Context: an optimization exercise on an open-source flow, tuned for small area. The choices shown serve that exercise and are no tape-out recipe. In this exercise RTL edits were held to simulation tests only and were not proved equivalent to the original. Power is estimated from default activity; no workload was simulated.

## build 58
Design stack_core, start of the top module:
module stack_core (
    input  wire        clk,
    input  wire        rst,           
    output wire        mem_req,
    output wire        mem_we,
    output wire [15:0] mem_addr,
    output wire [15:0] mem_wdata,
    input  wire [15:0] mem_rdata,
    input  wire        mem_ready,
    output wire        out_valid,
    output wire [15:0] out_data,
    output wire        halted,
    output wire        faulted,
    output wire [2:0]  fault_kind,
    output wire [16:0] fault_pc,
    output reg  [16:0] pc,
    output reg  [16:0] sp,
    output reg  [15:0] fp,
    output reg  [31:0] reads,
    output reg  [31:0] writes
);
Size: about 940 cells after synthesis, ~160 flip-flops, ~9500 sq um of cells after synthesis.
Settings: LEC_CHECK=0, CAP_MARGIN=20, CORE_MARGIN=2, CORE_UTILIZATION=40, SLEW_MARGIN=20; clock period 50.0 ns.
standard.sh (not shown) runs the stock make flow with config.mk's settings and CLKGATE_MAP_FILE= SYNTH_SCRIPT=/design/flow/synth_recipe.tcl, a recipe that flattens the netlist after the stock synthesis.
==> flow/flow/run.sh <==
#!/bin/bash
# The standard layout, with area settings of ORFS for the steps after synthesis:
#  - remove the buffers ABC put into the synthesized netlist (REMOVE_ABC_BUFFERS);
#    repair_design re-buffers any net that needs it for slew or capacitance,
#    aiming at the library limits themselves (no extra margin),
#  - buffer every input and output port with buf_1 rather than the resizer's pick,
#  - after global routing, downsize gates off the critical paths (RECOVER_POWER),
#  - build the clock tree from clkbuf_8 without dummy loads.
# Synthesis is the standard synthesis, unchanged.
set -euo pipefail
bash standard.sh synth > synth.log 2>&1
bash standard.sh REMOVE_ABC_BUFFERS=1 CAP_MARGIN=0 SLEW_MARGIN=0 RECOVER_POWER=100 \
  "BUFFER_PORTS_ARGS=-buffer_cell sky130_fd_sc_hd__buf_1" \
  "CTS_ARGS=-sink_clustering_enable -repair_clock_nets -dont_use_dummy_load -buf_list sky130_fd_sc_hd__clkbuf_8" \
  finish > layout.log 2>&1
In build 58 the implementation completed, yet the final layout does not meet the checks, the culprit being capacitance limit, slew limit.
Input-level comparison between build 20 and build 58:
Settings: CORE_UTILIZATION: 40 -> 65.
diff --git a/flow/flow/run.sh b/flow/flow/run.sh
--- a/flow/flow/run.sh
+++ b/flow/flow/run.sh
@@ -5,10 +5,9 @@
 #    aiming at the library limits themselves (no extra margin),
 #  - buffer every input and output port with buf_1 rather than the resizer's pick,
-#  - after global routing, downsize gates off the critical paths (RECOVER_POWER),
 #  - build the clock tree from clkbuf_8 without dummy loads.
 # Synthesis is the standard synthesis, unchanged.
 set -euo pipefail
 bash standard.sh synth > synth.log 2>&1
-bash standard.sh REMOVE_ABC_BUFFERS=1 CAP_MARGIN=0 SLEW_MARGIN=0 RECOVER_POWER=100 \
+bash standard.sh REMOVE_ABC_BUFFERS=1 CAP_MARGIN=0 SLEW_MARGIN=0 \
   "BUFFER_PORTS_ARGS=-buffer_cell sky130_fd_sc_hd__buf_1" \
   "CTS_ARGS=-sink_clustering_enable -repair_clock_nets -dont_use_dummy_load -buf_list sky130_fd_sc_hd__clkbuf_8" \
Notes after the runs:
- Build 20 vs build 58: final critical-path share of the clock period down in build 20
- Post-detailed-placement cell area in build 20 is 150 sq um below build 58.
- On average wire per standard cell: between build 58 and build 20, it ends up lower for build 20.
- Build 20 ended up with sky130_fd_sc_hd__fa_1 as its cell with the biggest individual delay on the critical path; build 58 ended up with sky130_fd_sc_hd__mux2i_1.
- On setup TNS, build 20 tracks build 58 almost exactly.
- Build 20 reached the final stage; the timing, design-rule and antenna checks on its layout passed.
Input-level comparison between build 70 and build 20:
Settings: PLACE_DENSITY: unset -> 0.85; CORE_UTILIZATION: 65 -> 40.
Notes after the runs:
Comparing build 70 and build 20, the lower routing usage on met1 is on build 70.
When build 70 is set beside build 20, its cell count turns out to be 132 larger.
Higher fraction of the cycle the final worst path needs was reported by build 70, not build 20.
Worst setup margin: build 70 and build 20 compared, higher one is build 20
Setup changes, build 70 to build 38
Settings: PLACE_DENSITY no longer set, was 0.85.
==> flow/run.sh (new file) <==
#!/bin/bash
# synth_recipe.tcl (not shown) runs the flow's synth.tcl, then flattens the netlist and writes it again
# the make line also repeats each setting of config.mk as NAME=value (left out here)
make -C /OpenROAD-flow-scripts/flow DESIGN_CONFIG=/design/flow/config.mk WORK_HOME=/design/flow/orfs CLKGATE_MAP_FILE= SYNTH_SCRIPT=/design/flow/synth_recipe.tcl finish
removed: flow/flow/run.sh
removed: flow/standard.sh
==> comparison <==
- The first-pass GRT wire length in build 38 was higher than what build 70 gave.
- Compared with build 70, build 38 ends up with a larger final cell area.
- Build 70 → build 38: achievable clock frequency lost about 2.2%, post-layout total power has increased, met3 demand-to-capacity share in global routing moved up.
- On build 38: non-clock buffer count is 0.88% higher than what build 70 gave.
[inputs] build 78 vs build 38
Settings: CELL_PAD_IN_SITES_GLOBAL_PLACEMENT newly set to 0; CELL_PAD_IN_SITES_DETAIL_PLACEMENT newly set to 0.
==> flow/flow/run.sh (new file) <==
#!/bin/bash
# The standard layout, with area settings of ORFS for the steps after synthesis:
#  - remove the buffers ABC put into the synthesized netlist (REMOVE_ABC_BUFFERS);
#    repair_design re-buffers any net that needs it for slew or capacitance,
#    aiming at the library limits themselves (no extra margin),
#  - buffer every input and output port with buf_1 rather than the resizer's pick,
#  - build the clock tree from clkbuf_8 without dummy loads.
# Synthesis is the standard synthesis, unchanged.
set -euo pipefail
bash standard.sh synth > synth.log 2>&1
bash standard.sh REMOVE_ABC_BUFFERS=1 CAP_MARGIN=0 SLEW_MARGIN=0 \
  "BUFFER_PORTS_ARGS=-buffer_cell sky130_fd_sc_hd__buf_1" \
  "CTS_ARGS=-sink_clustering_enable -repair_clock_nets -dont_use_dummy_load -buf_list sky130_fd_sc_hd__clkbuf_8" \
  finish > layout.log 2>&1
==> flow/standard.sh (new file) <==
#!/bin/bash
# synth_recipe.tcl (not shown) runs the flow's synth.tcl, then flattens the netlist and writes it again
# the make line also repeats each setting of config.mk as NAME=value (left out here)
make -C /OpenROAD-flow-scripts/flow DESIGN_CONFIG=/design/flow/config.mk WORK_HOME=/design/flow/orfs CLKGATE_MAP_FILE= SYNTH_SCRIPT=/design/flow/synth_recipe.tcl "${@:-finish}"
removed: flow/run.sh
## What came out
Side by side, violation count after the first detailed-routing iteration turned out lower in build 78 than in build 38.
In build 78, the final worst setup slack came out 0.50 ns above the value in build 38.
Delta(layout overhead on the synthesized area, build 78 - build 38) < 0
The higher number of vias after detailed routing came out of build 38.
Of build 38 and build 78, the lower worst voltage drop across the vdd grid belongs to build 78.
Power on build 78 is down relative to build 38.
In the metrics for build 38 and build 78, the one carrying the higher share of total power consumed by net switching is build 38.
Compared with build 38, build 78 shows a utilization after layout that is 7.1 points lower.
As far as final hold violation count goes, build 78 and build 38 are indistinguishable; the numbers are identical.
[diff] final wirelength, build 78 relative to build 38: improvement

-- what the ideal ports hide --
No port has a modelled driver above. Below, the same layouts with a new extraction and two added sets of constraints. Step 1 assumes that a clkbuf_16 drives the clock port and a buf_2 every other input. Step 2 moves the port delays by t, midway between the first and last clock arrival at a register: inputs arrive t later, outputs are due t later. That takes back most of the time a late clock gives input paths. Slacks: ideal / step 1 / step 2; pairs: ideal / step 1.
run	t, ns	setup WS [ns]	hold WS [ns]	clock arrival spread, ns	worst slew at a driven data input, ns
build 58	0.484	30.274 / 30.287 / 29.803	0.476 / 0.476 / 0.476	0.040 / 0.040	0.07
build 20	0.500	31.786 / 31.781 / 31.280	0.467 / 0.467 / 0.467	0.041 / 0.041	0.06
build 70	0.473	31.362 / 31.367 / 30.894	0.473 / 0.473 / 0.473	0.037 / 0.038	0.05
build 38	0.466	30.935 / 30.948 / 30.483	0.467 / 0.467 / 0.467	0.013 / 0.013	0.05
build 78	0.481	31.439 / 31.453 / 30.973	0.475 / 0.475 / 0.475	0.039 / 0.039	0.08
The setup slack of build 20, which loses most, moves by -0.005 ns with the drivers and by -0.506 ns with both steps.
